Source: an optimization exercise on an open RTL-to-GDS flow (aim: small area, a short achievable clock period and few clock cycles per item). Production flows keep margins and buffers that such runs may drop. Function was checked by simulation only, so behaviour that the tests miss may differ from the original.

`design/flow/flow/run.sh`:
```
#!/bin/bash
# The standard layout (standard.sh) with two changes to how it is made:
#  - every port is buffered, as in the standard flow, but with buf_2 cells
#    (BUFFER_PORTS_ARGS) instead of the delay buffer buffer_ports picks;
#  - setup repair aims for 8 ns of slack at the design's 12 ns clock
#    (SETUP_SLACK_MARGIN) on the worst 30% of the endpoints
#    (TNS_END_PERCENT), so that repair_timing sizes the pipeline's slowest
#    paths well below the clock period.
# Synthesis, constraints, floorplan, power grid, placement, clock tree and
# routing are otherwise the standard flow's.
set -euo pipefail
bash standard.sh SETUP_SLACK_MARGIN=8.0 TNS_END_PERCENT=30 \
  "BUFFER_PORTS_ARGS=-buffer_cell sky130_fd_sc_hd__buf_2" finish > standard.log 2>&1
```
`design/flow/config.mk`:
```
export PLATFORM = sky130hd
export DESIGN_NAME = qnt_quantizer
export DESIGN_NICKNAME = qnt_quantizer
export VERILOG_FILES = /design/flow/design.v
export SDC_FILE = /design/flow/constraint.sdc
export NUM_CORES = 4
export LEC_CHECK = 0
export CAP_MARGIN = 20
export CORE_MARGIN = 2
export CORE_UTILIZATION = 40
export SLEW_MARGIN = 20
export SYNTH_MEMORY_MAX_BITS = 16384
```
`design/flow/constraint.sdc`:
```
create_clock -name core_clock -period 12.0 [get_ports {clk}]
set_input_delay 2.4000 -clock core_clock [delete_from_list [all_inputs] [get_ports {clk}]]
set_output_delay 2.4000 -clock core_clock [all_outputs]
set_load 0.01 [all_outputs]
```
`design/flow/standard.sh`:
```
#!/bin/bash
# synth_recipe.tcl (not shown) runs the flow's synth.tcl, then flattens the netlist and writes it again
# the make line also repeats each setting of config.mk as NAME=value (left out here)
make -C /OpenROAD-flow-scripts/flow DESIGN_CONFIG=/design/flow/config.mk WORK_HOME=/design/flow/orfs CLKGATE_MAP_FILE= SYNTH_SCRIPT=/design/flow/synth_recipe.tcl "${@:-finish}"
```
`design/flow/design.v`:
```
module qnt_quantizer (
    input  wire        clk,
    input  wire        rst,
    input  wire        cmd_valid,
    output wire        cmd_ready,
    input  wire [63:0] cmd_word,
    output wire        rsp_valid,
    input  wire        rsp_ready,
    output wire [63:0] rsp_word
);
  reg rdy;            
  reg s1_v, s2_v, s3_v;
  reg o_v, k_v;       
  wire go = ~k_v;     
  wire incoming = go & s3_v;
  wire o_en     = ~o_v | rsp_ready;
  wire k_v_nx   = o_en ? (k_v & incoming) : (k_v | incoming);
  assign cmd_ready = rdy;
  assign rsp_valid = o_v;
  always @(posedge clk) begin
    if (rst) begin
      rdy  <= 1'b1;
      s1_v <= 1'b0;
      s2_v <= 1'b0;
      s3_v <= 1'b0;
      o_v  <= 1'b0;
      k_v  <= 1'b0;
    end else begin
      rdy <= ~k_v_nx;
      k_v <= k_v_nx;
      if (o_en) o_v <= k_v | incoming;
      if (go) begin
        s1_v <= cmd_valid;
        s2_v <= s1_v;
        s3_v <= s2_v;
      end
    end
  end
  wire [7:0] op   = cmd_word[63:56];
  wire       is30 = (op == 8'h30);
  wire       is31 = (op == 8'h31);
  wire       qok  = is30 && (cmd_word[55:32] == 24'd0);
  wire       pok  = is31 && (cmd_word[55:8] == 48'd0);
  wire [7:0] s_x = cmd_word[31:24] ^ cmd_word[23:16] ^ cmd_word[15:8];
  wire [7:0] s_y = (cmd_word[31:24] & cmd_word[23:16]) | (cmd_word[31:24] & cmd_word[15:8]) |
                   (cmd_word[23:16] & cmd_word[15:8]);
  reg  [1:0] s1_t;
  reg        s1_ref;
  reg  [7:0] s1_r, s1_g, s1_b;    
  reg  [9:0] s1_s;                
  always @(posedge clk) begin
    if (go) begin
      s1_t   <= {~(is30 | is31) | (qok & ~cmd_word[7]), is31 | (qok & ~cmd_word[7])};
      s1_ref <= ~(qok | pok);
      s1_r   <= cmd_word[31:24] | (cmd_word[7:0] & {8{op[0]}});
      s1_g   <= (is30 | is31) ? cmd_word[23:16] : op;
      s1_b   <= cmd_word[15:8];
      s1_s   <= {2'd0, s_x} + {1'b0, s_y, 1'b0};
    end
  end
  wire t1 = (s1_s[9] | (s1_s[8] | (s1_s[7] | (s1_s[6] | (s1_s[5] | (s1_s[4] & (s1_s[3] | (s1_s[2] | (s1_s[1] | s1_s[0])))))))));
  wire t2 = (s1_s[9] | (s1_s[8] | (s1_s[7] | (s1_s[6] | (s1_s[5] & (s1_s[4] & (s1_s[3] | (s1_s[2] | s1_s[1]))))))));
  wire t3 = (s1_s[9] | (s1_s[8] | (s1_s[7] | (s1_s[6] & (s1_s[5] | (s1_s[4] & (s1_s[3] | (s1_s[2] | (s1_s[1] & s1_s[0])))))))));
  wire t4 = (s1_s[9] | (s1_s[8] | (s1_s[7] | (s1_s[6] & (s1_s[5] & (s1_s[4] & (s1_s[3] | s1_s[2])))))));
  wire t5 = (s1_s[9] | (s1_s[8] | (s1_s[7] & (s1_s[6] | (s1_s[5] | (s1_s[4] & (s1_s[3] | (s1_s[2] & (s1_s[1] | s1_s[0])))))))));
  wire t6 = (s1_s[9] | (s1_s[8] | (s1_s[7] & (s1_s[6] | (s1_s[5] & (s1_s[4] & s1_s[3]))))));
  wire t7 = (s1_s[9] | (s1_s[8] | (s1_s[7] & (s1_s[6] & (s1_s[5] | (s1_s[4] & (s1_s[3] & (s1_s[2] | s1_s[1]))))))));
  wire t8 = (s1_s[9] | (s1_s[8] | (s1_s[7] & (s1_s[6] & (s1_s[5] & (s1_s[4] & (s1_s[3] & (s1_s[2] | (s1_s[1] & s1_s[0])))))))));
  wire t9 = (s1_s[9] | (s1_s[8] & (s1_s[7] | (s1_s[6] | (s1_s[5] | (s1_s[4] & (s1_s[3] & s1_s[2])))))));
  wire t10 = (s1_s[9] | (s1_s[8] & (s1_s[7] | (s1_s[6] | (s1_s[5] & (s1_s[4] & (s1_s[3] & (s1_s[2] & (s1_s[1] | s1_s[0])))))))));
  wire t11 = (s1_s[9] | (s1_s[8] & (s1_s[7] | (s1_s[6] & (s1_s[5] | (s1_s[4] & (s1_s[3] & (s1_s[2] & s1_s[1]))))))));
  wire t12 = (s1_s[9] | (s1_s[8] & (s1_s[7] | (s1_s[6] & (s1_s[5] & (s1_s[4] & (s1_s[3] & (s1_s[2] & (s1_s[1] & s1_s[0])))))))));
  wire t13 = (s1_s[9] | (s1_s[8] & (s1_s[7] & (s1_s[6] | s1_s[5]))));
  wire t14 = (s1_s[9] | (s1_s[8] & (s1_s[7] & (s1_s[6] & (s1_s[5] | (s1_s[4] | (s1_s[3] | (s1_s[2] | (s1_s[1] | s1_s[0])))))))));
  wire t15 = (s1_s[9] | (s1_s[8] & (s1_s[7] & (s1_s[6] & (s1_s[5] & (s1_s[4] | (s1_s[3] | (s1_s[2] | s1_s[1]))))))));
  wire t16 = (s1_s[9] & (s1_s[8] | (s1_s[7] | (s1_s[6] | (s1_s[5] | (s1_s[4] | (s1_s[3] | (s1_s[2] | (s1_s[1] & s1_s[0])))))))));
  wire t17 = (s1_s[9] & (s1_s[8] | (s1_s[7] | (s1_s[6] | (s1_s[5] & (s1_s[4] | (s1_s[3] | s1_s[2])))))));
  wire t18 = (s1_s[9] & (s1_s[8] | (s1_s[7] | (s1_s[6] & (s1_s[5] | (s1_s[4] | (s1_s[3] | (s1_s[2] & (s1_s[1] & s1_s[0])))))))));
  wire t19 = (s1_s[9] & (s1_s[8] | (s1_s[7] | (s1_s[6] & (s1_s[5] & (s1_s[4] | (s1_s[3] & (s1_s[2] | (s1_s[1] | s1_s[0])))))))));
  wire t20 = (s1_s[9] & (s1_s[8] | (s1_s[7] & (s1_s[6] | (s1_s[5] | (s1_s[4] | (s1_s[3] & (s1_s[2] | s1_s[1]))))))));
  wire t21 = (s1_s[9] & (s1_s[8] | (s1_s[7] & (s1_s[6] | (s1_s[5] & (s1_s[4] | (s1_s[3] & (s1_s[2] | (s1_s[1] & s1_s[0])))))))));
  wire t22 = (s1_s[9] & (s1_s[8] | (s1_s[7] & (s1_s[6] & (s1_s[5] | (s1_s[4] | (s1_s[3] & s1_s[2])))))));
  wire t23 = (s1_s[9] & (s1_s[8] | (s1_s[7] & (s1_s[6] & (s1_s[5] & (s1_s[4] | (s1_s[3] & (s1_s[2] & (s1_s[1] | s1_s[0])))))))));
  wire t0 = 1'b1;
  wire t24 = 1'b0;
  wire oh0 = t0 & ~t1;
  wire oh1 = t1 & ~t2;
  wire oh2 = t2 & ~t3;
  wire oh3 = t3 & ~t4;
  wire oh4 = t4 & ~t5;
  wire oh5 = t5 & ~t6;
  wire oh6 = t6 & ~t7;
  wire oh7 = t7 & ~t8;
  wire oh8 = t8 & ~t9;
  wire oh9 = t9 & ~t10;
  wire oh10 = t10 & ~t11;
  wire oh11 = t11 & ~t12;
  wire oh12 = t12 & ~t13;
  wire oh13 = t13 & ~t14;
  wire oh14 = t14 & ~t15;
  wire oh15 = t15 & ~t16;
  wire oh16 = t16 & ~t17;
  wire oh17 = t17 & ~t18;
  wire oh18 = t18 & ~t19;
  wire oh19 = t19 & ~t20;
  wire oh20 = t20 & ~t21;
  wire oh21 = t21 & ~t22;
  wire oh22 = t22 & ~t23;
  wire oh23 = t23 & ~t24;
  wire [7:0] gv = {(oh12 | oh13 | oh14 | oh15 | oh16 | oh17 | oh18 | oh19 | oh20 | oh21 | oh22 | oh23), (oh6 | oh7 | oh8 | oh9 | oh10 | oh11 | oh18 | oh19 | oh20 | oh21 | oh22 | oh23), (oh3 | oh4 | oh5 | oh9 | oh10 | oh11 | oh15 | oh16 | oh17 | oh21 | oh22 | oh23), (oh2 | oh5 | oh8 | oh11 | oh13 | oh14 | oh16 | oh17 | oh19 | oh20 | oh22 | oh23), (oh1 | oh4 | oh7 | oh8 | oh10 | oh11 | oh14 | oh17 | oh18 | oh20 | oh21 | oh23), (oh2 | oh4 | oh5 | oh7 | oh9 | oh10 | oh12 | oh15 | oh17 | oh20 | oh22 | oh23), (oh1 | oh2 | oh5 | oh6 | oh7 | oh10 | oh11 | oh14 | oh15 | oh19 | oh20 | oh23), (oh1 | oh3 | oh5 | oh6 | oh8 | oh10 | oh12 | oh14 | oh16 | oh19 | oh21 | oh23)};    
  wire [4:0] gn = {(oh16 | oh17 | oh18 | oh19 | oh20 | oh21 | oh22 | oh23), (oh8 | oh9 | oh10 | oh11 | oh12 | oh13 | oh14 | oh15), (oh4 | oh5 | oh6 | oh7 | oh12 | oh13 | oh14 | oh15 | oh20 | oh21 | oh22 | oh23), (oh2 | oh3 | oh6 | oh7 | oh10 | oh11 | oh14 | oh15 | oh18 | oh19 | oh22 | oh23), (oh1 | oh3 | oh5 | oh7 | oh9 | oh11 | oh13 | oh15 | oh17 | oh19 | oh21 | oh23)};    
  function [7:0] offs;    
    input [7:0] c;
    input [7:0] gl;
    reg [6:0] m;
    reg [4:0] dh;
    begin
      m  = c[6:0] - gl[6:0];
      dh = {1'b0, c[7:4]} - {1'b0, gl[7:4]};
      offs = {(dh[4] ? (dh >= 5'd29) : (dh <= 5'd3)), m};
    end
  endfunction
  wire [7:0] mr = offs(s1_r, gv);
  wire [7:0] mg = offs(s1_g, gv);
  wire [7:0] mb = offs(s1_b, gv);
  wire r_ge1 = (s1_r[7] | (s1_r[6] | (s1_r[5] | (s1_r[4] & (s1_r[3] & (s1_r[2] | s1_r[1]))))));
  wire r_ge2 = (s1_r[7] | (s1_r[6] & (s1_r[5] | (s1_r[4] | (s1_r[3] & (s1_r[2] & (s1_r[1] | s1_r[0])))))));
  wire r_ge3 = s1_r[7];
  wire r_ge4 = (s1_r[7] & (s1_r[6] | (s1_r[5] & (s1_r[4] & (s1_r[3] | (s1_r[2] | (s1_r[1] & s1_r[0])))))));
  wire r_ge5 = (s1_r[7] & (s1_r[6] & (s1_r[5] & (s1_r[4] | (s1_r[3] | (s1_r[2] & s1_r[1]))))));
  wire [2:0] kr = {r_ge4, r_ge2 & ~r_ge4, (r_ge1 & ~r_ge2) | (r_ge3 & ~r_ge4) | r_ge5};
  wire g_ge1 = (s1_g[7] | (s1_g[6] | (s1_g[5] | (s1_g[4] & (s1_g[3] & (s1_g[2] | s1_g[1]))))));
  wire g_ge2 = (s1_g[7] | (s1_g[6] & (s1_g[5] | (s1_g[4] | (s1_g[3] & (s1_g[2] & (s1_g[1] | s1_g[0])))))));
  wire g_ge3 = s1_g[7];
  wire g_ge4 = (s1_g[7] & (s1_g[6] | (s1_g[5] & (s1_g[4] & (s1_g[3] | (s1_g[2] | (s1_g[1] & s1_g[0])))))));
  wire g_ge5 = (s1_g[7] & (s1_g[6] & (s1_g[5] & (s1_g[4] | (s1_g[3] | (s1_g[2] & s1_g[1]))))));
  wire [2:0] kg = {g_ge4, g_ge2 & ~g_ge4, (g_ge1 & ~g_ge2) | (g_ge3 & ~g_ge4) | g_ge5};
  wire b_ge1 = (s1_b[7] | (s1_b[6] | (s1_b[5] | (s1_b[4] & (s1_b[3] & (s1_b[2] | s1_b[1]))))));
  wire b_ge2 = (s1_b[7] | (s1_b[6] & (s1_b[5] | (s1_b[4] | (s1_b[3] & (s1_b[2] & (s1_b[1] | s1_b[0])))))));
  wire b_ge3 = s1_b[7];
  wire b_ge4 = (s1_b[7] & (s1_b[6] | (s1_b[5] & (s1_b[4] & (s1_b[3] | (s1_b[2] | (s1_b[1] & s1_b[0])))))));
  wire b_ge5 = (s1_b[7] & (s1_b[6] & (s1_b[5] & (s1_b[4] | (s1_b[3] | (s1_b[2] & s1_b[1]))))));
  wire [2:0] kb = {b_ge4, b_ge2 & ~b_ge4, (b_ge1 & ~b_ge2) | (b_ge3 & ~b_ge4) | b_ge5};
  function [5:0] m51;    
    input [2:0] k;
    begin
      case (k)
        3'd1: m51 = 6'd51;
        3'd2: m51 = 6'd38;
        3'd3: m51 = 6'd25;
        3'd4: m51 = 6'd12;
        3'd5: m51 = 6'd63;
        default: m51 = 6'd0;
      endcase
    end
  endfunction
  wire [5:0] er = s1_r[5:0] - m51(kr);    
  wire [5:0] eg = s1_g[5:0] - m51(kg);
  wire [5:0] eb = s1_b[5:0] - m51(kb);
  wire [7:0] cube_idx = 8'd1 + 8'd36 * kr + 8'd6 * kg + kb;
  wire [7:0] pi  = s1_r;
  wire p1 = pi >= 8'd37;
  wire p2 = pi >= 8'd73;
  wire p3 = pi >= 8'd109;
  wire p4 = pi >= 8'd145;
  wire p5 = pi >= 8'd181;
  wire [5:0] pcj = p5 ? 6'd11 : p4 ? 6'd47 : p3 ? 6'd19 : p2 ? 6'd55 : p1 ? 6'd27 : 6'd63;
  wire [5:0] pj  = pi[5:0] + pcj;
  wire [3:0] ptr = {p3, (p2 & ~p3) | p4, (p1 & ~p3) | p5, (p1 & ~p2) | (p3 & ~p4) | p5};    
  wire pcube = (pi != 8'd0) && (pi <= 8'd216);
  wire pgrey = (pi >= 8'd217) && (pi <= 8'd240);
  wire       s1_pal = (s1_t == 2'b01) & ~s1_ref;
  wire       s1_oth = (s1_t == 2'b10);
  reg  [1:0] s2_t;
  reg        s2_ref;
  reg  [6:0] s2_mr, s2_mg, s2_mb;    
  reg        s2_near;
  reg  [17:0] s2_e;        
  reg  [4:0] s2_n;
  reg  [7:0] s2_idx;       
  always @(posedge clk) begin
    if (go) begin
      s2_t   <= s1_t;
      s2_ref <= s1_ref;
      s2_mr  <= mr[6:0];
      s2_mg  <= mg[6:0];
      s2_mb  <= mb[6:0];
      s2_near <= mr[7] & mg[7] & mb[7];
      s2_e   <= s1_pal ? {6'd0, pcube, pgrey, ptr, pj} : {er, eg, eb};
      s2_n   <= gn;
      s2_idx <= s1_pal ? s1_r : s1_oth ? s1_g : cube_idx;
    end
  end
  wire [5:0] ur = s2_mr[5:0] ^ {6{s2_mr[6]}};
  wire [5:0] ug = s2_mg[5:0] ^ {6{s2_mg[6]}};
  wire [5:0] ub = s2_mb[5:0] ^ {6{s2_mb[6]}};
  wire near = s2_near;
  wire [5:0] er2 = s2_e[17:12];
  wire [5:0] eg2 = s2_e[11:6];
  wire [5:0] eb2 = s2_e[5:0];
  wire [4:0] ar = er2[4:0] ^ {5{er2[5]}};
  wire [4:0] ag = eg2[4:0] ^ {5{eg2[5]}};
  wire [4:0] ab = eb2[4:0] ^ {5{eb2[5]}};
  reg [7:0] ptgb;    
  always @(*) begin
    case (s2_e[5:0])
      6'd0: ptgb = 8'h00;
      6'd1: ptgb = 8'h03;
      6'd2: ptgb = 8'h06;
      6'd3: ptgb = 8'h09;
      6'd4: ptgb = 8'h0c;
      6'd5: ptgb = 8'h0f;
      6'd6: ptgb = 8'h30;
      6'd7: ptgb = 8'h33;
      6'd8: ptgb = 8'h36;
      6'd9: ptgb = 8'h39;
      6'd10: ptgb = 8'h3c;
      6'd11: ptgb = 8'h3f;
      6'd12: ptgb = 8'h60;
      6'd13: ptgb = 8'h63;
      6'd14: ptgb = 8'h66;
      6'd15: ptgb = 8'h69;
      6'd16: ptgb = 8'h6c;
      6'd17: ptgb = 8'h6f;
      6'd18: ptgb = 8'h90;
      6'd19: ptgb = 8'h93;
      6'd20: ptgb = 8'h96;
      6'd21: ptgb = 8'h99;
      6'd22: ptgb = 8'h9c;
      6'd23: ptgb = 8'h9f;
      6'd24: ptgb = 8'hc0;
      6'd25: ptgb = 8'hc3;
      6'd26: ptgb = 8'hc6;
      6'd27: ptgb = 8'hc9;
      6'd28: ptgb = 8'hcc;
      6'd29: ptgb = 8'hcf;
      6'd30: ptgb = 8'hf0;
      6'd31: ptgb = 8'hf3;
      6'd32: ptgb = 8'hf6;
      6'd33: ptgb = 8'hf9;
      6'd34: ptgb = 8'hfc;
      6'd35: ptgb = 8'hff;
      default: ptgb = 8'h00;
    endcase
  end
  wire [13:0] ppal = {s2_e[11:6], ptgb};    
  wire fs1 = (ar[0] & ar[3]) ^ (ar[1] & ar[2]) ^ ar[2];
  wire fc2 = ((ar[0] & ar[3]) & (ar[1] & ar[2])) | ((ar[0] & ar[3]) & ar[2]) | ((ar[1] & ar[2]) & ar[2]);
  wire fs3 = (er2[5] & ar[3]) ^ (ag[0] & ag[3]) ^ (ag[1] & ag[2]);
  wire fc4 = ((er2[5] & ar[3]) & (ag[0] & ag[3])) | ((er2[5] & ar[3]) & (ag[1] & ag[2])) | ((ag[0] & ag[3]) & (ag[1] & ag[2]));
  wire fs5 = ag[2] ^ (eg2[5] & ag[3]) ^ (ab[0] & ab[3]);
  wire fc6 = (ag[2] & (eg2[5] & ag[3])) | (ag[2] & (ab[0] & ab[3])) | ((eg2[5] & ag[3]) & (ab[0] & ab[3]));
  wire fs7 = (ar[0] & ar[4]) ^ (ar[1] & ar[3]) ^ (er2[5] & ar[4]);
  wire fc8 = ((ar[0] & ar[4]) & (ar[1] & ar[3])) | ((ar[0] & ar[4]) & (er2[5] & ar[4])) | ((ar[1] & ar[3]) & (er2[5] & ar[4]));
  wire hs9 = (ag[0] & ag[4]) ^ (ag[1] & ag[3]);
  wire hc10 = (ag[0] & ag[4]) & (ag[1] & ag[3]);
  wire fs11 = (ar[1] & ar[4]) ^ (ar[2] & ar[3]) ^ ar[3];
  wire fc12 = ((ar[1] & ar[4]) & (ar[2] & ar[3])) | ((ar[1] & ar[4]) & ar[3]) | ((ar[2] & ar[3]) & ar[3]);
  wire fs13 = (ag[1] & ag[4]) ^ (ag[2] & ag[3]) ^ ag[3];
  wire fc14 = ((ag[1] & ag[4]) & (ag[2] & ag[3])) | ((ag[1] & ag[4]) & ag[3]) | ((ag[2] & ag[3]) & ag[3]);
  wire fs15 = (ab[1] & ab[4]) ^ (ab[2] & ab[3]) ^ ab[3];
  wire fc16 = ((ab[1] & ab[4]) & (ab[2] & ab[3])) | ((ab[1] & ab[4]) & ab[3]) | ((ab[2] & ab[3]) & ab[3]);
  wire fs17 = ~(ur[0] & ur[5]) ^ ~(ur[1] & ur[4]) ^ ~(ur[2] & ur[3]);
  wire fc18 = (~(ur[0] & ur[5]) & ~(ur[1] & ur[4])) | (~(ur[0] & ur[5]) & ~(ur[2] & ur[3])) | (~(ur[1] & ur[4]) & ~(ur[2] & ur[3]));
  wire fs19 = (ar[0] & ar[1]) ^ ar[1] ^ (er2[5] & ar[1]);
  wire fc20 = ((ar[0] & ar[1]) & ar[1]) | ((ar[0] & ar[1]) & (er2[5] & ar[1])) | (ar[1] & (er2[5] & ar[1]));
  wire fs21 = (ag[0] & ag[1]) ^ ag[1] ^ (eg2[5] & ag[1]);
  wire fc22 = ((ag[0] & ag[1]) & ag[1]) | ((ag[0] & ag[1]) & (eg2[5] & ag[1])) | (ag[1] & (eg2[5] & ag[1]));
  wire fs23 = (ab[0] & ab[1]) ^ ab[1] ^ (eb2[5] & ab[1]);
  wire fc24 = ((ab[0] & ab[1]) & ab[1]) | ((ab[0] & ab[1]) & (eb2[5] & ab[1])) | (ab[1] & (eb2[5] & ab[1]));
  wire fs25 = (ar[0] & ar[2]) ^ (er2[5] & ar[2]) ^ (ag[0] & ag[2]);
  wire fc26 = ((ar[0] & ar[2]) & (er2[5] & ar[2])) | ((ar[0] & ar[2]) & (ag[0] & ag[2])) | ((er2[5] & ar[2]) & (ag[0] & ag[2]));
  wire hs27 = (eg2[5] & ag[2]) ^ (ab[0] & ab[2]);
  wire hc28 = (eg2[5] & ag[2]) & (ab[0] & ab[2]);
  wire fs29 = (ab[1] & ab[2]) ^ ab[2] ^ (eb2[5] & ab[3]);
  wire fc30 = ((ab[1] & ab[2]) & ab[2]) | ((ab[1] & ab[2]) & (eb2[5] & ab[3])) | (ab[2] & (eb2[5] & ab[3]));
  wire fs31 = ~(ur[0] & ur[3]) ^ ~(ur[1] & ur[2]) ^ ~ur[2];
  wire fc32 = (~(ur[0] & ur[3]) & ~(ur[1] & ur[2])) | (~(ur[0] & ur[3]) & ~ur[2]) | (~(ur[1] & ur[2]) & ~ur[2]);
  wire fs33 = ~(s2_mr[6] & ur[3]) ^ ~(ug[0] & ug[3]) ^ ~(ug[1] & ug[2]);
  wire fc34 = (~(s2_mr[6] & ur[3]) & ~(ug[0] & ug[3])) | (~(s2_mr[6] & ur[3]) & ~(ug[1] & ug[2])) | (~(ug[0] & ug[3]) & ~(ug[1] & ug[2]));
  wire fs35 = ~ug[2] ^ ~(s2_mg[6] & ug[3]) ^ ~(ub[0] & ub[3]);
  wire fc36 = (~ug[2] & ~(s2_mg[6] & ug[3])) | (~ug[2] & ~(ub[0] & ub[3])) | (~(s2_mg[6] & ug[3]) & ~(ub[0] & ub[3]));
  wire fs37 = (eg2[5] & ag[4]) ^ (ab[0] & ab[4]) ^ (ab[1] & ab[3]);
  wire fc38 = ((eg2[5] & ag[4]) & (ab[0] & ab[4])) | ((eg2[5] & ag[4]) & (ab[1] & ab[3])) | ((ab[0] & ab[4]) & (ab[1] & ab[3]));
  wire fs39 = (eb2[5] & ab[4]) ^ ~(ur[0] & ur[4]) ^ ~(ur[1] & ur[3]);
  wire fc40 = ((eb2[5] & ab[4]) & ~(ur[0] & ur[4])) | ((eb2[5] & ab[4]) & ~(ur[1] & ur[3])) | (~(ur[0] & ur[4]) & ~(ur[1] & ur[3]));
  wire fs41 = ~(s2_mr[6] & ur[4]) ^ ~(ug[0] & ug[4]) ^ ~(ug[1] & ug[3]);
  wire fc42 = (~(s2_mr[6] & ur[4]) & ~(ug[0] & ug[4])) | (~(s2_mr[6] & ur[4]) & ~(ug[1] & ug[3])) | (~(ug[0] & ug[4]) & ~(ug[1] & ug[3]));
  wire fs43 = ~(s2_mg[6] & ug[4]) ^ ~(ub[0] & ub[4]) ^ ~(ub[1] & ub[3]);
  wire fc44 = (~(s2_mg[6] & ug[4]) & ~(ub[0] & ub[4])) | (~(s2_mg[6] & ug[4]) & ~(ub[1] & ub[3])) | (~(ub[0] & ub[4]) & ~(ub[1] & ub[3]));
  wire fs45 = ~(s2_mb[6] & ub[4]) ^ 1'b1 ^ fc2;
  wire fc46 = (~(s2_mb[6] & ub[4]) & 1'b1) | (~(s2_mb[6] & ub[4]) & fc2) | (1'b1 & fc2);
  wire fs47 = ~ur[3] ^ ~(s2_mr[6] & ur[5]) ^ ~(ug[0] & ug[5]);
  wire fc48 = (~ur[3] & ~(s2_mr[6] & ur[5])) | (~ur[3] & ~(ug[0] & ug[5])) | (~(s2_mr[6] & ur[5]) & ~(ug[0] & ug[5]));
  wire fs49 = ~(ug[1] & ug[4]) ^ ~(ug[2] & ug[3]) ^ ~ug[3];
  wire fc50 = (~(ug[1] & ug[4]) & ~(ug[2] & ug[3])) | (~(ug[1] & ug[4]) & ~ug[3]) | (~(ug[2] & ug[3]) & ~ug[3]);
  wire fs51 = ~(s2_mg[6] & ug[5]) ^ ~(ub[0] & ub[5]) ^ ~(ub[1] & ub[4]);
  wire fc52 = (~(s2_mg[6] & ug[5]) & ~(ub[0] & ub[5])) | (~(s2_mg[6] & ug[5]) & ~(ub[1] & ub[4])) | (~(ub[0] & ub[5]) & ~(ub[1] & ub[4]));
  wire fs53 = ~(ub[2] & ub[3]) ^ ~ub[3] ^ ~(s2_mb[6] & ub[5]);
  wire fc54 = (~(ub[2] & ub[3]) & ~ub[3]) | (~(ub[2] & ub[3]) & ~(s2_mb[6] & ub[5])) | (~ub[3] & ~(s2_mb[6] & ub[5]));
  wire fs55 = 1'b1 ^ fc8 ^ hc10;
  wire fc56 = (1'b1 & fc8) | (1'b1 & hc10) | (fc8 & hc10);
  wire hs57 = fs11 ^ fs13;
  wire hc58 = fs11 & fs13;
  wire fs59 = (ar[2] & ar[4]) ^ (ag[2] & ag[4]) ^ (ab[2] & ab[4]);
  wire fc60 = ((ar[2] & ar[4]) & (ag[2] & ag[4])) | ((ar[2] & ar[4]) & (ab[2] & ab[4])) | ((ag[2] & ag[4]) & (ab[2] & ab[4]));
  wire fs61 = ~(ur[1] & ur[5]) ^ ~(ur[2] & ur[4]) ^ ~(ug[1] & ug[5]);
  wire fc62 = (~(ur[1] & ur[5]) & ~(ur[2] & ur[4])) | (~(ur[1] & ur[5]) & ~(ug[1] & ug[5])) | (~(ur[2] & ur[4]) & ~(ug[1] & ug[5]));
  wire fs63 = ~(ug[2] & ug[4]) ^ ~(ub[1] & ub[5]) ^ ~(ub[2] & ub[4]);
  wire fc64 = (~(ug[2] & ug[4]) & ~(ub[1] & ub[5])) | (~(ug[2] & ug[4]) & ~(ub[2] & ub[4])) | (~(ub[1] & ub[5]) & ~(ub[2] & ub[4]));
  wire hs65 = 1'b1 ^ fc12;
  wire hc66 = 1'b1 & fc12;
  wire fs67 = (ar[3] & ar[4]) ^ ar[4] ^ (ag[3] & ag[4]);
  wire fc68 = ((ar[3] & ar[4]) & ar[4]) | ((ar[3] & ar[4]) & (ag[3] & ag[4])) | (ar[4] & (ag[3] & ag[4]));
  wire fs69 = ag[4] ^ (ab[3] & ab[4]) ^ ab[4];
  wire fc70 = (ag[4] & (ab[3] & ab[4])) | (ag[4] & ab[4]) | ((ab[3] & ab[4]) & ab[4]);
  wire fs71 = ~(ur[2] & ur[5]) ^ ~(ur[3] & ur[4]) ^ ~ur[4];
  wire fc72 = (~(ur[2] & ur[5]) & ~(ur[3] & ur[4])) | (~(ur[2] & ur[5]) & ~ur[4]) | (~(ur[3] & ur[4]) & ~ur[4]);
  wire hs73 = ~(ug[2] & ug[5]) ^ ~(ug[3] & ug[4]);
  wire hc74 = ~(ug[2] & ug[5]) & ~(ug[3] & ug[4]);
  wire fs75 = ar[0] ^ er2[5] ^ ag[0];
  wire fc76 = (ar[0] & er2[5]) | (ar[0] & ag[0]) | (er2[5] & ag[0]);
  wire fs77 = eg2[5] ^ ab[0] ^ eb2[5];
  wire fc78 = (eg2[5] & ab[0]) | (eg2[5] & eb2[5]) | (ab[0] & eb2[5]);
  wire fs79 = ~(ur[0] & ur[1]) ^ ~ur[1] ^ ~(s2_mr[6] & ur[1]);
  wire fc80 = (~(ur[0] & ur[1]) & ~ur[1]) | (~(ur[0] & ur[1]) & ~(s2_mr[6] & ur[1])) | (~ur[1] & ~(s2_mr[6] & ur[1]));
  wire fs81 = ~(ug[0] & ug[1]) ^ ~ug[1] ^ ~(s2_mg[6] & ug[1]);
  wire fc82 = (~(ug[0] & ug[1]) & ~ug[1]) | (~(ug[0] & ug[1]) & ~(s2_mg[6] & ug[1])) | (~ug[1] & ~(s2_mg[6] & ug[1]));
  wire fs83 = (eb2[5] & ab[2]) ^ ~(ur[0] & ur[2]) ^ ~(s2_mr[6] & ur[2]);
  wire fc84 = ((eb2[5] & ab[2]) & ~(ur[0] & ur[2])) | ((eb2[5] & ab[2]) & ~(s2_mr[6] & ur[2])) | (~(ur[0] & ur[2]) & ~(s2_mr[6] & ur[2]));
  wire fs85 = ~(ug[0] & ug[2]) ^ ~(s2_mg[6] & ug[2]) ^ ~(ub[0] & ub[2]);
  wire fc86 = (~(ug[0] & ug[2]) & ~(s2_mg[6] & ug[2])) | (~(ug[0] & ug[2]) & ~(ub[0] & ub[2])) | (~(s2_mg[6] & ug[2]) & ~(ub[0] & ub[2]));
  wire fs87 = ~(s2_mb[6] & ub[2]) ^ 1'b1 ^ fc20;
  wire fc88 = (~(s2_mb[6] & ub[2]) & 1'b1) | (~(s2_mb[6] & ub[2]) & fc20) | (1'b1 & fc20);
  wire fs89 = ~(ub[1] & ub[2]) ^ ~ub[2] ^ ~(s2_mb[6] & ub[3]);
  wire fc90 = (~(ub[1] & ub[2]) & ~ub[2]) | (~(ub[1] & ub[2]) & ~(s2_mb[6] & ub[3])) | (~ub[2] & ~(s2_mb[6] & ub[3]));
  wire fs91 = 1'b1 ^ fs1 ^ fs3;
  wire fc92 = (1'b1 & fs1) | (1'b1 & fs3) | (fs1 & fs3);
  wire fs93 = fs5 ^ fc26 ^ hc28;
  wire fc94 = (fs5 & fc26) | (fs5 & hc28) | (fc26 & hc28);
  wire hs95 = fs29 ^ fs31;
  wire hc96 = fs29 & fs31;
  wire fs97 = fc4 ^ fc6 ^ fs7;
  wire fc98 = (fc4 & fc6) | (fc4 & fs7) | (fc6 & fs7);
  wire fs99 = hs9 ^ fc30 ^ fc32;
  wire fc100 = (hs9 & fc30) | (hs9 & fc32) | (fc30 & fc32);
  wire fs101 = fc34 ^ fc36 ^ fs37;
  wire fc102 = (fc34 & fc36) | (fc34 & fs37) | (fc36 & fs37);
  wire fs103 = fs39 ^ fs41 ^ fs43;
  wire fc104 = (fs39 & fs41) | (fs39 & fs43) | (fs41 & fs43);
  wire fs105 = fs15 ^ fs17 ^ fc38;
  wire fc106 = (fs15 & fs17) | (fs15 & fc38) | (fs17 & fc38);
  wire fs107 = fc40 ^ fc42 ^ fc44;
  wire fc108 = (fc40 & fc42) | (fc40 & fc44) | (fc42 & fc44);
  wire fs109 = fc46 ^ fs47 ^ fs49;
  wire fc110 = (fc46 & fs47) | (fc46 & fs49) | (fs47 & fs49);
  wire fs111 = fs51 ^ fs53 ^ fs55;
  wire fc112 = (fs51 & fs53) | (fs51 & fs55) | (fs53 & fs55);
  wire fs113 = fc14 ^ fc16 ^ fc18;
  wire fc114 = (fc14 & fc16) | (fc14 & fc18) | (fc16 & fc18);
  wire fs115 = fc48 ^ fc50 ^ fc52;
  wire fc116 = (fc48 & fc50) | (fc48 & fc52) | (fc50 & fc52);
  wire fs117 = fc54 ^ fc56 ^ hc58;
  wire fc118 = (fc54 & fc56) | (fc54 & hc58) | (fc56 & hc58);
  wire fs119 = fs59 ^ fs61 ^ fs63;
  wire fc120 = (fs59 & fs61) | (fs59 & fs63) | (fs61 & fs63);
  wire fs121 = ~ug[4] ^ ~(ub[2] & ub[5]) ^ ~(ub[3] & ub[4]);
  wire fc122 = (~ug[4] & ~(ub[2] & ub[5])) | (~ug[4] & ~(ub[3] & ub[4])) | (~(ub[2] & ub[5]) & ~(ub[3] & ub[4]));
  wire fs123 = ~ub[4] ^ 1'b1 ^ fc60;
  wire fc124 = (~ub[4] & 1'b1) | (~ub[4] & fc60) | (1'b1 & fc60);
  wire fs125 = fc62 ^ fc64 ^ hc66;
  wire fc126 = (fc62 & fc64) | (fc62 & hc66) | (fc64 & hc66);
  wire fs127 = fs67 ^ fs69 ^ fs71;
  wire fc128 = (fs67 & fs69) | (fs67 & fs71) | (fs69 & fs71);
  wire fs129 = ~(ur[3] & ur[5]) ^ ~(ug[3] & ug[5]) ^ ~(ub[3] & ub[5]);
  wire fc130 = (~(ur[3] & ur[5]) & ~(ug[3] & ug[5])) | (~(ur[3] & ur[5]) & ~(ub[3] & ub[5])) | (~(ug[3] & ug[5]) & ~(ub[3] & ub[5]));
  wire hs131 = 1'b1 ^ fc68;
  wire hc132 = 1'b1 & fc68;
  wire fs133 = ~ur[0] ^ ~s2_mr[6] ^ ~ug[0];
  wire fc134 = (~ur[0] & ~s2_mr[6]) | (~ur[0] & ~ug[0]) | (~s2_mr[6] & ~ug[0]);
  wire hs135 = ~s2_mg[6] ^ ~ub[0];
  wire hc136 = ~s2_mg[6] & ~ub[0];
  wire fs137 = (er2[5] & ar[0]) ^ (eg2[5] & ag[0]) ^ (eb2[5] & ab[0]);
  wire fc138 = ((er2[5] & ar[0]) & (eg2[5] & ag[0])) | ((er2[5] & ar[0]) & (eb2[5] & ab[0])) | ((eg2[5] & ag[0]) & (eb2[5] & ab[0]));
  wire fs139 = ~(s2_mr[6] & ur[0]) ^ ~(s2_mg[6] & ug[0]) ^ ~(s2_mb[6] & ub[0]);
  wire fc140 = (~(s2_mr[6] & ur[0]) & ~(s2_mg[6] & ug[0])) | (~(s2_mr[6] & ur[0]) & ~(s2_mb[6] & ub[0])) | (~(s2_mg[6] & ug[0]) & ~(s2_mb[6] & ub[0]));
  wire hs141 = 1'b1 ^ fc76;
  wire hc142 = 1'b1 & fc76;
  wire fs143 = ~(ub[0] & ub[1]) ^ ~ub[1] ^ ~(s2_mb[6] & ub[1]);
  wire fc144 = (~(ub[0] & ub[1]) & ~ub[1]) | (~(ub[0] & ub[1]) & ~(s2_mb[6] & ub[1])) | (~ub[1] & ~(s2_mb[6] & ub[1]));
  wire fs145 = 1'b1 ^ fs19 ^ fs21;
  wire fc146 = (1'b1 & fs19) | (1'b1 & fs21) | (fs19 & fs21);
  wire fs147 = fs23 ^ fs79 ^ fs81;
  wire fc148 = (fs23 & fs79) | (fs23 & fs81) | (fs79 & fs81);
  wire fs149 = fc22 ^ fc24 ^ fs25;
  wire fc150 = (fc22 & fc24) | (fc22 & fs25) | (fc24 & fs25);
  wire fs151 = hs27 ^ fc80 ^ fc82;
  wire fc152 = (hs27 & fc80) | (hs27 & fc82) | (fc80 & fc82);
  wire fs153 = fs83 ^ fs85 ^ fs87;
  wire fc154 = (fs83 & fs85) | (fs83 & fs87) | (fs85 & fs87);
  wire fs155 = fs33 ^ fs35 ^ fc84;
  wire fc156 = (fs33 & fs35) | (fs33 & fc84) | (fs35 & fc84);
  wire fs157 = fc86 ^ fc88 ^ fs89;
  wire fc158 = (fc86 & fc88) | (fc86 & fs89) | (fc88 & fs89);
  wire fs159 = fs91 ^ fs93 ^ hs95;
  wire fc160 = (fs91 & fs93) | (fs91 & hs95) | (fs93 & hs95);
  wire fs161 = fs45 ^ fc90 ^ fc92;
  wire fc162 = (fs45 & fc90) | (fs45 & fc92) | (fc90 & fc92);
  wire fs163 = fc94 ^ hc96 ^ fs97;
  wire fc164 = (fc94 & hc96) | (fc94 & fs97) | (hc96 & fs97);
  wire fs165 = fs99 ^ fs101 ^ fs103;
  wire fc166 = (fs99 & fs101) | (fs99 & fs103) | (fs101 & fs103);
  wire fs167 = hs57 ^ fc98 ^ fc100;
  wire fc168 = (hs57 & fc98) | (hs57 & fc100) | (fc98 & fc100);
  wire fs169 = fc102 ^ fc104 ^ fs105;
  wire fc170 = (fc102 & fc104) | (fc102 & fs105) | (fc104 & fs105);
  wire fs171 = fs107 ^ fs109 ^ fs111;
  wire fc172 = (fs107 & fs109) | (fs107 & fs111) | (fs109 & fs111);
  wire fs173 = hs65 ^ fc106 ^ fc108;
  wire fc174 = (hs65 & fc106) | (hs65 & fc108) | (fc106 & fc108);
  wire fs175 = fc110 ^ fc112 ^ fs113;
  wire fc176 = (fc110 & fc112) | (fc110 & fs113) | (fc112 & fs113);
  wire fs177 = fs115 ^ fs117 ^ fs119;
  wire fc178 = (fs115 & fs117) | (fs115 & fs119) | (fs117 & fs119);
  wire fs179 = hs73 ^ fc114 ^ fc116;
  wire fc180 = (hs73 & fc114) | (hs73 & fc116) | (fc114 & fc116);
  wire fs181 = fc118 ^ fc120 ^ fs121;
  wire fc182 = (fc118 & fc120) | (fc118 & fs121) | (fc120 & fs121);
  wire fs183 = fs123 ^ fs125 ^ fs127;
  wire fc184 = (fs123 & fs125) | (fs123 & fs127) | (fs125 & fs127);
  wire fs185 = fc70 ^ fc72 ^ hc74;
  wire fc186 = (fc70 & fc72) | (fc70 & hc74) | (fc72 & hc74);
  wire fs187 = fc122 ^ fc124 ^ fc126;
  wire fc188 = (fc122 & fc124) | (fc122 & fc126) | (fc124 & fc126);
  wire fs189 = fc128 ^ fs129 ^ hs131;
  wire fc190 = (fc128 & fs129) | (fc128 & hs131) | (fs129 & hs131);
  wire fs191 = ~(ur[4] & ur[5]) ^ ~ur[5] ^ ~(ug[4] & ug[5]);
  wire fc192 = (~(ur[4] & ur[5]) & ~ur[5]) | (~(ur[4] & ur[5]) & ~(ug[4] & ug[5])) | (~ur[5] & ~(ug[4] & ug[5]));
  wire fs193 = ~ug[5] ^ ~(ub[4] & ub[5]) ^ ~ub[5];
  wire fc194 = (~ug[5] & ~(ub[4] & ub[5])) | (~ug[5] & ~ub[5]) | (~(ub[4] & ub[5]) & ~ub[5]);
  wire fs195 = 1'b1 ^ fc130 ^ hc132;
  wire fc196 = (1'b1 & fc130) | (1'b1 & hc132) | (fc130 & hc132);
  wire fs197 = ~s2_mb[6] ^ 1'b1 ^ fs75;
  wire fc198 = (~s2_mb[6] & 1'b1) | (~s2_mb[6] & fs75) | (1'b1 & fs75);
  wire fs199 = fc78 ^ fc134 ^ hc136;
  wire fc200 = (fc78 & fc134) | (fc78 & hc136) | (fc134 & hc136);
  wire hs201 = fs137 ^ fs139;
  wire hc202 = fs137 & fs139;
  wire fs203 = fc138 ^ fc140 ^ hc142;
  wire fc204 = (fc138 & fc140) | (fc138 & hc142) | (fc140 & hc142);
  wire fs205 = fs143 ^ fs145 ^ fs147;
  wire fc206 = (fs143 & fs145) | (fs143 & fs147) | (fs145 & fs147);
  wire fs207 = fc144 ^ fc146 ^ fc148;
  wire fc208 = (fc144 & fc146) | (fc144 & fc148) | (fc146 & fc148);
  wire fs209 = fs149 ^ fs151 ^ fs153;
  wire fc210 = (fs149 & fs151) | (fs149 & fs153) | (fs151 & fs153);
  wire fs211 = fc150 ^ fc152 ^ fc154;
  wire fc212 = (fc150 & fc152) | (fc150 & fc154) | (fc152 & fc154);
  wire fs213 = fs155 ^ fs157 ^ fs159;
  wire fc214 = (fs155 & fs157) | (fs155 & fs159) | (fs157 & fs159);
  wire fs215 = fc156 ^ fc158 ^ fc160;
  wire fc216 = (fc156 & fc158) | (fc156 & fc160) | (fc158 & fc160);
  wire fs217 = fs161 ^ fs163 ^ fs165;
  wire fc218 = (fs161 & fs163) | (fs161 & fs165) | (fs163 & fs165);
  wire fs219 = fc162 ^ fc164 ^ fc166;
  wire fc220 = (fc162 & fc164) | (fc162 & fc166) | (fc164 & fc166);
  wire fs221 = fs167 ^ fs169 ^ fs171;
  wire fc222 = (fs167 & fs169) | (fs167 & fs171) | (fs169 & fs171);
  wire fs223 = fc168 ^ fc170 ^ fc172;
  wire fc224 = (fc168 & fc170) | (fc168 & fc172) | (fc170 & fc172);
  wire fs225 = fs173 ^ fs175 ^ fs177;
  wire fc226 = (fs173 & fs175) | (fs173 & fs177) | (fs175 & fs177);
  wire fs227 = fc174 ^ fc176 ^ fc178;
  wire fc228 = (fc174 & fc176) | (fc174 & fc178) | (fc176 & fc178);
  wire fs229 = fs179 ^ fs181 ^ fs183;
  wire fc230 = (fs179 & fs181) | (fs179 & fs183) | (fs181 & fs183);
  wire fs231 = fc180 ^ fc182 ^ fc184;
  wire fc232 = (fc180 & fc182) | (fc180 & fc184) | (fc182 & fc184);
  wire fs233 = fs185 ^ fs187 ^ fs189;
  wire fc234 = (fs185 & fs187) | (fs185 & fs189) | (fs187 & fs189);
  wire fs235 = fc186 ^ fc188 ^ fc190;
  wire fc236 = (fc186 & fc188) | (fc186 & fc190) | (fc188 & fc190);
  wire fs237 = fs191 ^ fs193 ^ fs195;
  wire fc238 = (fs191 & fs193) | (fs191 & fs195) | (fs193 & fs195);
  wire fs239 = 1'b1 ^ fc192 ^ fc194;
  wire fc240 = (1'b1 & fc192) | (1'b1 & fc194) | (fc192 & fc194);
  wire hs241 = fs77 ^ fs133;
  wire hc242 = fs77 & fs133;
  wire fs243 = hs141 ^ fc198 ^ fs199;
  wire fc244 = (hs141 & fc198) | (hs141 & fs199) | (fc198 & fs199);
  wire fs245 = fc200 ^ hc202 ^ fs203;
  wire fc246 = (fc200 & hc202) | (fc200 & fs203) | (hc202 & fs203);
  wire fs247 = fc204 ^ fc206 ^ fs207;
  wire fc248 = (fc204 & fc206) | (fc204 & fs207) | (fc206 & fs207);
  wire fs249 = fc208 ^ fc210 ^ fs211;
  wire fc250 = (fc208 & fc210) | (fc208 & fs211) | (fc210 & fs211);
  wire fs251 = fc212 ^ fc214 ^ fs215;
  wire fc252 = (fc212 & fc214) | (fc212 & fs215) | (fc214 & fs215);
  wire fs253 = fc216 ^ fc218 ^ fs219;
  wire fc254 = (fc216 & fc218) | (fc216 & fs219) | (fc218 & fs219);
  wire fs255 = fc220 ^ fc222 ^ fs223;
  wire fc256 = (fc220 & fc222) | (fc220 & fs223) | (fc222 & fs223);
  wire fs257 = fc224 ^ fc226 ^ fs227;
  wire fc258 = (fc224 & fc226) | (fc224 & fs227) | (fc226 & fs227);
  wire fs259 = fc228 ^ fc230 ^ fs231;
  wire fc260 = (fc228 & fc230) | (fc228 & fs231) | (fc230 & fs231);
  wire fs261 = fc232 ^ fc234 ^ fs235;
  wire fc262 = (fc232 & fc234) | (fc232 & fs235) | (fc234 & fs235);
  wire fs263 = fc196 ^ fc236 ^ fc238;
  wire fc264 = (fc196 & fc236) | (fc196 & fc238) | (fc236 & fc238);
  wire [38:0] tb = {1'b1, fc264, fc240, fs263, fc262, fs239, fs261, fc260, fs237, fs259, fc258, fs233, fs257, fc256, fs229, fs255, fc254, fs225, fs253, fc252, fs221, fs251, fc250, fs217, fs249, fc248, fs213, fs247, fc246, fs209, fs245, fc244, fs205, fs243, hc242, hs201, hs241, fs197, hs135};
  wire       s2_pal = (s2_t == 2'b01) & ~s2_ref;
  reg  [1:0] s3_t2;
  reg        s3_ref, s3_near;
  reg  [38:0] s3_t;        
  reg  [4:0] s3_n;
  reg  [7:0] s3_idx;
  always @(posedge clk) begin
    if (go) begin
      s3_t2   <= s2_t;
      s3_ref  <= s2_ref;
      s3_near <= near;
      s3_n    <= s2_n;
      s3_idx  <= s2_idx;
      s3_t    <= s2_pal ? {25'd0, ppal} : tb;
    end
  end
  wire hs265 = s3_t[0] ^ s3_t[1];
  wire hc266 = s3_t[0] & s3_t[1];
  wire fs267 = s3_t[3] ^ s3_t[4] ^ s3_t[5];
  wire fc268 = (s3_t[3] & s3_t[4]) | (s3_t[3] & s3_t[5]) | (s3_t[4] & s3_t[5]);
  wire fs269 = s3_t[6] ^ s3_t[7] ^ s3_t[8];
  wire fc270 = (s3_t[6] & s3_t[7]) | (s3_t[6] & s3_t[8]) | (s3_t[7] & s3_t[8]);
  wire fs271 = s3_t[9] ^ s3_t[10] ^ s3_t[11];
  wire fc272 = (s3_t[9] & s3_t[10]) | (s3_t[9] & s3_t[11]) | (s3_t[10] & s3_t[11]);
  wire fs273 = s3_t[12] ^ s3_t[13] ^ s3_t[14];
  wire fc274 = (s3_t[12] & s3_t[13]) | (s3_t[12] & s3_t[14]) | (s3_t[13] & s3_t[14]);
  wire fs275 = s3_t[15] ^ s3_t[16] ^ s3_t[17];
  wire fc276 = (s3_t[15] & s3_t[16]) | (s3_t[15] & s3_t[17]) | (s3_t[16] & s3_t[17]);
  wire fs277 = s3_t[18] ^ s3_t[19] ^ s3_t[20];
  wire fc278 = (s3_t[18] & s3_t[19]) | (s3_t[18] & s3_t[20]) | (s3_t[19] & s3_t[20]);
  wire fs279 = s3_t[21] ^ s3_t[22] ^ s3_t[23];
  wire fc280 = (s3_t[21] & s3_t[22]) | (s3_t[21] & s3_t[23]) | (s3_t[22] & s3_t[23]);
  wire fs281 = s3_t[24] ^ s3_t[25] ^ s3_t[26];
  wire fc282 = (s3_t[24] & s3_t[25]) | (s3_t[24] & s3_t[26]) | (s3_t[25] & s3_t[26]);
  wire fs283 = s3_t[27] ^ s3_t[28] ^ s3_t[29];
  wire fc284 = (s3_t[27] & s3_t[28]) | (s3_t[27] & s3_t[29]) | (s3_t[28] & s3_t[29]);
  wire fs285 = s3_t[30] ^ s3_t[31] ^ s3_t[32];
  wire fc286 = (s3_t[30] & s3_t[31]) | (s3_t[30] & s3_t[32]) | (s3_t[31] & s3_t[32]);
  wire fs287 = s3_t[33] ^ s3_t[34] ^ s3_t[35];
  wire fc288 = (s3_t[33] & s3_t[34]) | (s3_t[33] & s3_t[35]) | (s3_t[34] & s3_t[35]);
  wire hs289 = s3_t[36] ^ s3_t[37];
  wire hc290 = s3_t[36] & s3_t[37];
  wire [14:0] fa = {s3_t[38], hc290, fc288, fc286, fc284, fc282, fc280, fc278, fc276, fc274, fc272, fc270, fc268, hc266, s3_t[2]};
  wire [14:0] fb = {1'b0, 1'b0, hs289, fs287, fs285, fs283, fs281, fs279, fs277, fs275, fs273, fs271, fs269, fs267, hs265};
  wire [14:0] fsum = fa + fb;    
  wire grey = s3_near & ~fsum[14];
  wire [7:0] q_idx = grey ? (8'd217 + {3'd0, s3_n}) : s3_idx;
  wire s3_qnt = (s3_t2 == 2'b00) & ~s3_ref;
  wire s3_pal = (s3_t2 == 2'b01) & ~s3_ref;
  wire s3_oth = (s3_t2 == 2'b10);
  wire s3_31  = (s3_t2 == 2'b01);
  reg  [7:0] pv;    
  always @(*) begin
    case (s3_idx[4:0])
      5'd25: pv = 8'd0;
      5'd26: pv = 8'd11;
      5'd27: pv = 8'd22;
      5'd28: pv = 8'd33;
      5'd29: pv = 8'd44;
      5'd30: pv = 8'd55;
      5'd31: pv = 8'd67;
      5'd0: pv = 8'd78;
      5'd1: pv = 8'd89;
      5'd2: pv = 8'd100;
      5'd3: pv = 8'd111;
      5'd4: pv = 8'd122;
      5'd5: pv = 8'd133;
      5'd6: pv = 8'd144;
      5'd7: pv = 8'd155;
      5'd8: pv = 8'd166;
      5'd9: pv = 8'd177;
      5'd10: pv = 8'd188;
      5'd11: pv = 8'd200;
      5'd12: pv = 8'd211;
      5'd13: pv = 8'd222;
      5'd14: pv = 8'd233;
      5'd15: pv = 8'd244;
      5'd16: pv = 8'd255;
      default: pv = 8'd0;
    endcase
  end
  wire [1:0]  c_mode = s3_pal ? (s3_t[13] ? 2'd3 : s3_t[12] ? 2'd2 : 2'd0) : (s3_qnt ? 2'd1 : 2'd0);
  wire [11:0] c_x    = s3_pal ? (s3_t[13] ? s3_t[11:0] : {4'd0, pv}) : {4'd0, s3_qnt ? q_idx : s3_idx};
  wire [16:0] c_rsp  = {c_mode, c_x, s3_ref, s3_oth, s3_31};
  reg  [16:0] k_d;
  reg  [7:0]  o_op;
  reg         o_ref;
  reg  [23:0] o_pay;
  wire [11:0] c_x0   = s3_pal ? (s3_t[13] ? s3_t[11:0] : {4'd0, pv}) : {4'd0, s3_idx};
  wire [16:0] n_rsp = k_v ? k_d : {c_mode, c_x0, s3_ref, s3_oth, s3_31};
  wire        use_g = ~k_v & s3_qnt & grey;
  wire [7:0]  g_idx = 8'd217 + {3'd0, s3_n};
  wire [1:0]  n_mode = n_rsp[16:15];
  wire [11:0] n_x    = n_rsp[14:3];
  always @(posedge clk) begin
    if (incoming) k_d <= c_rsp;
    if (o_en) begin
      o_op  <= n_rsp[1] ? n_x[7:0] : {7'h18, n_rsp[0]};
      o_ref <= n_rsp[2];
      o_pay[23:8] <= (n_mode == 2'd3) ? {n_x[11:8], n_x[11:8], n_x[7:4], n_x[7:4]} :
                     (n_mode == 2'd2) ? {n_x[7:0], n_x[7:0]} : 16'd0;
      o_pay[7:0]  <= use_g ? g_idx :
                     (n_mode == 2'd3) ? {n_x[3:0], n_x[3:0]} :
                     (n_mode[1] | n_mode[0]) ? n_x[7:0] : 8'd0;
    end
  end
  assign rsp_word = {o_op, 3'd0, o_ref, 28'd0, o_pay};
endmodule
```
==> results.cfg, run 1 <==
[global_routing]
grt_pass1_wl_mm = 67.8
antenna_found_initial = 0
grt_pass1_vias = 12800
grt_max_degree = 81
gr-usage-all-layers_pct = 18.2
grt-ovfl-total = 0

[flow_run]
drv_cap = 0

[yosys]
synthMuxAreaShare_pct = 2.13
netlist_top_cells_area = edfxtp_1 (33%), fa_1 (14%), ha_1 (10%), inv_1 (4.7%), nor2_1 (3.8%)
ys_types = 84
syn_area_um2 = 17900
avgSynthCellArea_um2 = 10.1
synth_edf_count = 199
async_flop_share_pct = 0
yosysWarnings = 1
synth.most_common_cell = inv_1
synth_top_family_by_area = adder cells
synth_cells = 1767
synth-main-ff-cell = edfxtp_1
synth_top_cell_area_share_pct = 33.4
synth_compound_area_share_pct = 13.2
synthTopCellsByCount = inv_1 (223), edfxtp_1 (199), nor2_1 (179)
synth_fa_ha_area_share_pct = 24.2
post-synth-top-area-cell = edfxtp_1
yosys_register_bits = 221
yosys.area_share.xor_xnor_pct = 3.72
seq_area_frac_synth_pct = 35.9
synthSimpleGateAreaFrac_pct = 13.4

[clocking]
clkTransAtPathRegs_ns = 0.06
clock_sinks = 221
clock_latency_ns = 0.57
cts_inserted_buffers = 26
cts.htree.levels = 1
cts_root_buffer = clkbuf_16
cts_hold_buf = 0
cts_buffer_depth = 3
cts_tree = done

[timing]
fin_crit_ns = 4.10
setup_tns_ns = 0
fmax_ghz = 0.244
finalCritPeriodShare_pct = 34.1
setup_viol = 0
grt_setup_unrepaired = true
fin_ws_ns = 7.90
maxSlewViolCount = 0
timing.hold.ws_ns = 0.422
fin_skew_ns = 0.0199
relSlewSlack_pct = 36.1
hold_violations = 0
tightest_slew_ns = 0.931

[worst_setup_path]
timing.critical_path.mode_cell = fa_1
worstPathRequired_ns = 12.31
cp-startpoint = s2_e[5]
rr_endpoint = s3_t[17]
r2r-start = s2_e[5]
worst_path_max_delay_cell = edfxtp_1
startpoint_type = register
worstPathCellList = ha_1 -> nor2_1 -> fa_1 -> fa_1 -> inv_1 -> fa_1 -> inv_1 -> fa_1 -> fa_1 -> and2_1
regToRegSetupSlack_ns = 7.90
worst_ep_arrival_time_ns = 4.41
crit_path_max_incr_delay_ns = 0.56
crit_path_end_kind = register
cp_max_fo = 8
worstRegToRegCells = 10
critical_path_class = register to register

[worst_hold_path]
holdCritStartpoint = s2_n[4]
holdPathEnd = s3_n[4]
hold_class = register to register
min_path_cells = 0

[floorplanning]
fp.coreArea_um2 = 44100
dieHeight_um = 215
start_util_pct = 40.5
ios = 134
num_rows = 77
fp.dieW_um = 215
design.die.area_um2 = 46400

[detailed_routing]
drc_errors = 0
wl_per_cell_um = 16.9
num_vias = 13100
viasPerCell = 5.16
dr.pass1.iters = 6
antenna_left = 0
wirelength_mm = 42.8
first_iter_violations = 821

[cells_and_area]
fin_nets = 2262
post-route-util_pct = 47.0
drive_above_1_share_pct = 16.6
n_antenna_cell = 0
area_growth_pct = 16.1

[place]
gp_congestion = 0.903
place_ws_ns = 7.22
dp_hpwl_mm = 33.0
port-buffer-count = 102

[run_status]
status = no timing/DRC/antenna violations
## area by class of cell
class                   instances  area (um2)
clock buffers                  29         662
clock inverters                18         313
fillers                      4161       23400
inverters                     225         850
multi-input cells            1263       10600
flip-flops and latches        221        6420
well taps                     592         741
repair buffers                186        1170
## cell families (layout without fill, tap and decap cells)
logic type      count (synthesis)  after routing
fa+ha+maj                     272            272
mux                            36             36
xor+xnor                       76             76
compound gates                356            356
other cells                     1             32
flops                         221            221
buf+inv                       314            458
simple gates                  491            491
## stage by stage
step | instance area, um2 | std cells
6_report | 20800 | 2534
5_1_grt | 20800 | 2534
4_1_cts | 20400 | 2508
3_5_place_dp | 18900 | 2415
3_3_place_gp | 18900 | 2415
2_1_floorplan | 18000 | 1798
## flip-flops by register name (all words and copies together), names as in the netlist, 2 cells and up
name	count
k_d	17
o_op	8
o_pay	24
ptgb	8
pv	8
s1_b	8
s1_g	8
s1_r	8
s1_s	10
s1_t	2
s2_e	18
s2_idx	8
s2_mb	7
s2_mg	7
s2_mr	7
s2_n	5
s2_t	2
s3_idx	8
s3_n	5
s3_t	39
s3_t2	2
## worst max path at each step
stage	to	slack (ns)	cells after the start
5_1_grt	s3_t[23]	7.81	11
3_3_place_gp	s2_near	7.40	15
2_1_floorplan	s1_s[7]	7.65	10
6_report	s3_t[17]	7.90	10
3_5_place_dp	s2_near	7.22	15
4_1_cts	s3_t[26]	7.90	13
## worst max-delay path, delay by kind of cell (launching register included)
kind | cells | cell delay [ns]
adder cells (fa/ha/maj) | 6 | 2.83
flip-flops | 1 | 0.56
AND/OR/NAND/NOR | 2 | 0.36
buffers and inverters | 2 | 0.10
## routing by layer
metal	vias to the layer above	GRT usage [%]	part of all wire (%)
met5	-	0	0
met4	0	3.66	1.6
met3	45	2.23	4.7
met2	355	31.9	49
met1	6280	24.2	45
li1	6385	-	-
## cells in the final DEF (no fill, tap or decap), types with 11 or more instances in the layout
cell type  Yosys  routed
mux2_2        12      12
buf_4         32      78
fa_1         124     119
ha_4           0      11
a21o_1        44      43
dfxtp_1       22      21
conb_1         1      32
or2_2         21      19
o21bai_1      15      15
a31oi_1       17      16
and2_1        26      26
edfxtp_1     199     199
o21ai_0       67      64
inv_1        223     220
nor2b_1       25      24
nand2_1       93      93
nor2_1       179     178
nand2b_1      20      20
mux2i_1       22      20
xor2_1        24      24
clkbuf_16      0      26
nand3_1       23      23
xnor2_1       52      50
nor4_1        19      16
a211oi_1      16      15
a21oi_1       99      96
nor3_1        28      27
o21a_1        11      11
ha_2           0      11
buf_2          5     103
ha_1         147     125
## repair_timing
item	4_1_cts	5_1_grt
setup endpoints to repair	42	42
setup buffers	46	25
resized for setup	39	29
pin swaps	2	9
Testbench counts, summed over its fixed seeds: cycles 2,592, items 2,560.
==> run 2: changes to the inputs <==
--- a/design/flow/design.v
+++ b/design/flow/design.v
@@ -117,7 +117,7 @@
     begin
       m  = c[6:0] - gl[6:0];
       dh = {1'b0, c[7:4]} - {1'b0, gl[7:4]};
-      offs = {(dh[4] ? (dh >= 5'd29) : (dh <= 5'd3)), m};
+      offs = {(dh[4] ? (dh >= 5'd29) : (dh <= 5'd3)), m[6], m[5:0] ^ {6{m[6]}}};
     end
   endfunction
   wire [7:0] mr = offs(s1_r, gv);
@@ -157,7 +157,9 @@
   wire [5:0] er = s1_r[5:0] - m51(kr);    
   wire [5:0] eg = s1_g[5:0] - m51(kg);
   wire [5:0] eb = s1_b[5:0] - m51(kb);
-  wire [7:0] cube_idx = 8'd1 + 8'd36 * kr + 8'd6 * kg + kb;
+  wire [5:0] cube_lo  = {kg, 2'b0} + {kg, 1'b0} + kb + 6'd1;
+  wire [5:0] cube_hi  = {kr, 3'b0} + kr;
+  wire [7:0] cube_idx = {cube_hi + {2'd0, cube_lo[5:2]}, cube_lo[1:0]};
   wire [7:0] pi  = s1_r;
   wire p1 = pi >= 8'd37;
   wire p2 = pi >= 8'd73;
@@ -186,21 +188,22 @@
       s2_mg  <= mg[6:0];
       s2_mb  <= mb[6:0];
       s2_near <= mr[7] & mg[7] & mb[7];
-      s2_e   <= s1_pal ? {6'd0, pcube, pgrey, ptr, pj} : {er, eg, eb};
+      s2_e   <= s1_pal ? {6'd0, pcube, pgrey, ptr, pj} :
+                {er[5], er[4:0] ^ {5{er[5]}}, eg[5], eg[4:0] ^ {5{eg[5]}}, eb[5], eb[4:0] ^ {5{eb[5]}}};
       s2_n   <= gn;
       s2_idx <= s1_pal ? s1_r : s1_oth ? s1_g : cube_idx;
     end
   end
-  wire [5:0] ur = s2_mr[5:0] ^ {6{s2_mr[6]}};
-  wire [5:0] ug = s2_mg[5:0] ^ {6{s2_mg[6]}};
-  wire [5:0] ub = s2_mb[5:0] ^ {6{s2_mb[6]}};
+  wire [5:0] ur = s2_mr[5:0];
+  wire [5:0] ug = s2_mg[5:0];
+  wire [5:0] ub = s2_mb[5:0];
   wire near = s2_near;
   wire [5:0] er2 = s2_e[17:12];
   wire [5:0] eg2 = s2_e[11:6];
   wire [5:0] eb2 = s2_e[5:0];
-  wire [4:0] ar = er2[4:0] ^ {5{er2[5]}};
-  wire [4:0] ag = eg2[4:0] ^ {5{eg2[5]}};
-  wire [4:0] ab = eb2[4:0] ^ {5{eb2[5]}};
+  wire [4:0] ar = er2[4:0];
+  wire [4:0] ag = eg2[4:0];
+  wire [4:0] ab = eb2[4:0];
   reg [7:0] ptgb;    
   always @(*) begin
     case (s2_e[5:0])
==> design/flow/flow/run.sh (replaced) <==
#!/bin/bash
set -euo pipefail
bash standard.sh SETUP_SLACK_MARGIN=8.0 \
  "BUFFER_PORTS_ARGS=-buffer_cell sky130_fd_sc_hd__buf_2" finish > standard.log 2>&1
--- a/design/flow/config.mk
+++ b/design/flow/config.mk
@@ -8,5 +8,7 @@
 export CAP_MARGIN = 20
 export CORE_MARGIN = 2
 export CORE_UTILIZATION = 40
+export CTS_BUF_LIST = sky130_fd_sc_hd__clkbuf_8
 export SLEW_MARGIN = 20
 export SYNTH_MEMORY_MAX_BITS = 16384
+export TNS_END_PERCENT = 10
==> run 2 against run 1 <==
Still clean. Die area increased by 0.12%. Cell area up 2.1%. Synthesized cell count grew 0.34%. Worst setup slack worse by 0.13 ns. Critical path depth rose by 10. Core utilization increased by 0.90 points. Routed wire length rose by 7.5%. Sequential share of layout area shrank 0.65 points. Flip-flop and latch count stayed put. Critical endpoint is now ptgb[1]. Highest routed layer unchanged.
==> results.cfg, run 2 <==
[worst_setup_path]
crit_path_end_kind = register
worst_ep_arrival_time_ns = 4.77
cp_max_fo = 5
worstPathRequired_ns = 12.55

[clocking]
cts_tree = done
cts_buffer_depth = 3
cts_inserted_buffers = 42
clock_sinks = 221
cts_root_buffer = clkbuf_8
clock_latency_ns = 0.62

[yosys]
synthTopCellsByCount = edfxtp_1 (199), inv_1 (185), nand2_1 (169)
post-synth-top-area-cell = edfxtp_1
seq_area_frac_synth_pct = 35.8
yosys_register_bits = 221
async_flop_share_pct = 0
synth_top_cell_area_share_pct = 33.4
ys_types = 79
synth-main-ff-cell = edfxtp_1
syn_area_um2 = 17900
yosysWarnings = 1

[detailed_routing]
num_vias = 13600
viasPerCell = 5.21
dr.pass1.iters = 5
wirelength_mm = 46.0
antenna_left = 0
drc_errors = 0

[floorplanning]
fp.coreArea_um2 = 44200
num_rows = 77
start_util_pct = 40.5
ios = 134
dieHeight_um = 216

[cells_and_area]
fin_area_um2 = 21200
top_regs = s3_t x39, o_pay x24, s2_e x18
drive_above_1_share_pct = 19.9
n_antenna_cell = 0
largest_reg_flops = 39
most-common-layout-cells = edfxtp_1 (199), inv_1 (188), nand2_1 (168)
layout_commonest_cell = edfxtp_1

[timing]
tightest_slew_ns = 0.941
setup_viol = 0
fmax_ghz = 0.237
fin_skew_ns = 0.0631
relSlewSlack_pct = 36.9

[place]
placed_area_um2 = 18900

[run_status]
status = no timing/DRC/antenna violations

[global_routing]
grt_pass1_vias = 13500
grt_max_degree = 68
antenna_found_initial = 0
[run 2: cell count changes after synthesis, moves of 7 or more]
| cell | previous run | this run |
|---|---|---|
| nand2_1 | 93 | 169 |
| nand3_1 | 23 | 16 |
| or2_2 | 21 | 10 |
| nor2_1 | 179 | 121 |
| inv_1 | 223 | 185 |
| xnor2_1 | 52 | 71 |
| o21bai_1 | 15 | 5 |
| a221o_1 | 10 | 2 |
| mux2i_1 | 22 | 31 |
| and2_1 | 26 | 82 |
| ha_1 | 147 | 115 |
| nand2b_1 | 20 | 32 |
| o21ai_0 | 67 | 81 |
[run 2: logic make-up after synthesis]
group,after synthesis,synth area share [%]
AOI/OAI and AO/OA,348,12.7
xor gates and xnor gates,103,5.42
adders and majority gates,242,22.2
buffers and inverters,274,6.53
DFF,221,35.8
muxes,42,2.43
other,1,0.0209
and+or+nand+nor,542,14.9
[run 2: worst paths after layout]
kind                  start   endpoint  slack [ns]  cells past startpoint
hold / removal    s2_idx[5]  s3_idx[5]        0.41                      0
hold reg to reg   s2_idx[5]  s3_idx[5]        0.41                      0
setup / recovery    s1_b[2]    ptgb[1]        7.77                     20
setup reg to reg    s1_b[2]    ptgb[1]        7.77                     20
[run 2: critical path, cell delays in order (launching register included)]
cell and delay (ns):
edfxtp_1 0.43, buf_6 0.16, nor2_4 0.07, o21ai_1 0.07, nand3_1 0.13, nand2_2 0.13
o22ai_4 0.20, o22ai_2 0.10, ha_1 0.33, o21a_1 0.20, o31a_1 0.14, o22ai_4 0.24
buf_6 0.14, xnor3_2 0.46, a222oi_1 0.35, buf_4 0.21, nand2_4 0.05, or3_4 0.38
buf_4 0.14, buf_4 0.12, o2bb2ai_1 0.15
[run 2: cell type report]
class | instances | area [um2]
fillers | 4121 | 23000
inverters | 186 | 704
repair buffers | 230 | 1530
multi-input cells | 1308 | 10900
well taps | 592 | 741
clock buffers | 42 | 578
flip-flops and latches | 221 | 6420
clock inverters | 34 | 280
[run 2: through the flow]
step / instances / setup WS [ns] / utilization [%]
final: 2613 / 7.77 / 47.9
after global routing: 2613 / 7.62 / 47.9
after CTS: 2564 / 7.84 / 46.4
after detailed placement: 2419 / 6.96 / 42.8
after global placement: 2419 / 7.00 / 42.8
after floorplan: 1803 / 7.64 / -
[run 2: what timing repair did]
action | in CTS | in global routing
setup buffers | 69 | 49
pin swaps | 23 | 34
setup endpoints to repair | 49 | 57
resized for setup | 61 | 60
[run 2: routing by layer]
| layer | GRT usage (%) | share of wire [%] |
|---|---|---|
| met5 | 0 | 0 |
| met4 | 7.29 | 3.8 |
| met3 | 2.54 | 4.6 |
| met2 | 34.9 | 50 |
| met1 | 24.5 | 42 |
Testbench counts of run 2, summed over its fixed seeds: cycles 2,592, items 2,560.

## port drivers added, routing unchanged
Ports are ideal in the flow. The routed layouts listed here were re-timed in OpenROAD.
Step 1 assumes that a clkbuf_16 drives the clock port and a buf_2 every other input.
Step 2 also shifts input and output timing later by t, the mid clock arrival at the registers, as if the neighbouring blocks saw the same clock.
Slacks: ideal ports / drivers / drivers and shift; pairs: ideal ports / drivers.
run | shift t [ns] | setup WS [ns] | hold WS [ns] | worst register clock-pin slew, ns | worst slew at a driven data input, ns
run 1 | 0.612 | 7.903 / 7.903 / 7.349 | 0.422 / 0.422 / 0.422 | 0.06 / 0.06 | 0.04
run 2 | 0.640 | 7.775 / 7.775 / 7.283 | 0.415 / 0.415 / 0.415 | 0.06 / 0.06 | 0.03
After both steps every run listed still meets setup and hold. The setup slack of run 1, which loses most, moves by 0.000 ns with the drivers and by -0.554 ns with both steps.
